What follows belongs to an exercise in optimizing a design on an open flow for small area, a short achievable clock period and few clock cycles; a production flow would make more cautious choices.
Where RTL was checked, it was by simulation tests only, not by an equivalence proof against the original.

## old
Design ifsb_codec, start of the top module:
module ifsb_codec (
    input  wire        clk,
    input  wire        rst,
    input  wire        req_valid,
    input  wire [7:0]  req_data,
    output wire        req_ready,
    output wire        dout_valid,
    output wire [7:0]  dout_data,
    input  wire        dout_ready,
    output wire        rsp_valid,
    input  wire        rsp_ready,
    output wire [3:0]  rsp_code,
    output wire        rsp_has_status,
    output wire [7:0]  rsp_status,
    output wire [15:0] rsp_value,
    output wire [7:0]  rsp_consumed,
    output wire [31:0] rsp_info
);
Size in the first run: ~720 cells after synthesis, ~130 flip-flops, about 0.0072 mm^2 of cells after synthesis.
==> flow/config.mk <==
export PLATFORM = sky130hd
export DESIGN_NAME = ifsb_codec
export DESIGN_NICKNAME = ifsb_codec
export VERILOG_FILES = /design/flow/design.v
export SDC_FILE = /design/flow/constraint.sdc
export NUM_CORES = 4
export LEC_CHECK = 0
export CAP_MARGIN = 20
export CORE_MARGIN = 2
export CORE_UTILIZATION = 40
export SLEW_MARGIN = 20
==> flow/constraint.sdc <==
create_clock -name core_clock -period 10.0 [get_ports {clk}]
set_input_delay 2.0000 -clock core_clock [delete_from_list [all_inputs] [get_ports {clk}]]
set_output_delay 2.0000 -clock core_clock [all_outputs]
set_load 0.01 [all_outputs]
standard.sh (not shown) runs the stock make flow with config.mk's settings and CLKGATE_MAP_FILE= SYNTH_SCRIPT=/design/flow/synth_recipe.tcl, a recipe that flattens the netlist after the stock synthesis.
==> flow/flow/run.sh <==
#!/bin/bash
set -euo pipefail
bash standard.sh SETUP_SLACK_MARGIN=6.8 \
  "BUFFER_PORTS_ARGS=-buffer_cell sky130_fd_sc_hd__buf_1" \
  finish > standard_flow.log 2>&1
old: no failed stages, no open violations at the end
Testbench counts of old, summed over its fixed seeds: cycles 72,419.
Inputs modified between old and new:
diff --git a/flow/design.v b/flow/design.v
--- a/flow/design.v
+++ b/flow/design.v
@@ -196,21 +196,22 @@
     wire acc_ld   = go_q | p_done_n | anew;
     wire acc_stp  = ~go_q & ~p_done_n;
     wire [15:0] acc_d = ({16{acc_crc}} & crc_reg) |
                         ({16{acc_fc}}  & K_FC) |
                         ({16{acc_stp}} & step_out);
     wire crc_ld   = c_end;              
-    wire code_ld  = go | abort | (s_pb0 & pend) | p_trunc | (pb0_fire & ~d_sync) |
-                    p_lenerr | p_crcerr;
-    wire [3:0] code_d = abort    ? R_ILLEGAL_OP :
-                        s_pb0    ? (~dmode ? R_NO_RESPONSE : d_zero ? R_NOOP : R_SYNC_ERR) :
-                        s_pb1    ? (~dmode ? R_TRUNCATED : R_LEN_ERR) :
-                        s_ptrunc ? R_TRUNCATED :
-                        s_pchk   ? R_CRC_ERR :
-                        pre_ill  ? R_ILLEGAL_OP :
-                        enc_err  ? R_ENC_ERR : R_OK;
+    wire code_ld  = go | abort | p_noresp | p_trunc | p_noop | p_sync | p_lenerr | p_crcerr;
+    wire [3:0] code_d = ({4{go & pre_ill}}  & R_ILLEGAL_OP) |
+                        ({4{go & enc_err}}  & R_ENC_ERR) |
+                        ({4{abort}}         & R_ILLEGAL_OP) |
+                        ({4{p_noresp}}      & R_NO_RESPONSE) |
+                        ({4{p_trunc}}       & R_TRUNCATED) |
+                        ({4{p_noop}}        & R_NOOP) |
+                        ({4{p_sync}}        & R_SYNC_ERR) |
+                        ({4{p_lenerr}}      & R_LEN_ERR) |
+                        ({4{p_crcerr}}      & R_CRC_ERR);
     wire hs_ld    = go_q | p_noop | p_ok;
     wire hs_d     = run & (p_noop | p_ok);
     wire st_req   = pb2_fire;
     wire st_clr   = go_q | p_trunc | p_crcerr;
     wire [7:0] status_d = {8{s_pb2 & dmode}} & req_data;
     wire cons_clr = go_q;
==> comparison <==
Relative to old, new degrades final design instance area without fill. From old to new the numbers moved as follows: die width essentially unchanged; share of the synthesized area in compound gates (AO/OA/AOI/OAI) +0.36 points. On portion of the clock cycle consumed by the worst path in the final layout: between old and new, it ends up higher for new. The time the worst path needs with I/O delays and setup of new exceeds that of old by 0.27 ns. Compared with old, new shows a maximum resistive drop on vdd that is 0.000015 V higher.
Only the layout flow was run in new; the RTL was not checked for function there.

-- what the ideal ports hide --
In the flow no input, the clock included, has a driving cell. The finished layouts below were timed again as built, in two steps.
Step 1 sets driving cells, clkbuf_16 on the clock port and buf_2 on the other inputs (assumed; they add their load-dependent delay and slew).
Step 2 adds t to the input delays and takes it off the output delays; t is the mean of the earliest and latest rising clock arrival at the registers after step 1. Input paths then give back, and output paths get back, about the clock's delay inside the block.
Slacks: ideal ports / drivers / drivers and shift; pairs: ideal ports / drivers.
run	t (ns)	setup slack, ns	worst hold slack (ns)	worst setup path after step 2	slew at the worst register clock pin (ns)
old	0.465	6.831 / 6.790 / 6.435	0.455 / 0.455 / 0.455	input to register	0.07 / 0.07
new	0.469	6.564 / 6.561 / 6.092	0.458 / 0.458 / 0.458	input to register	0.06 / 0.06
After both steps setup and hold are still met in every run listed. For new, which loses most, drivers alone change the setup slack by -0.003 ns; drivers and shift together by -0.472 ns.
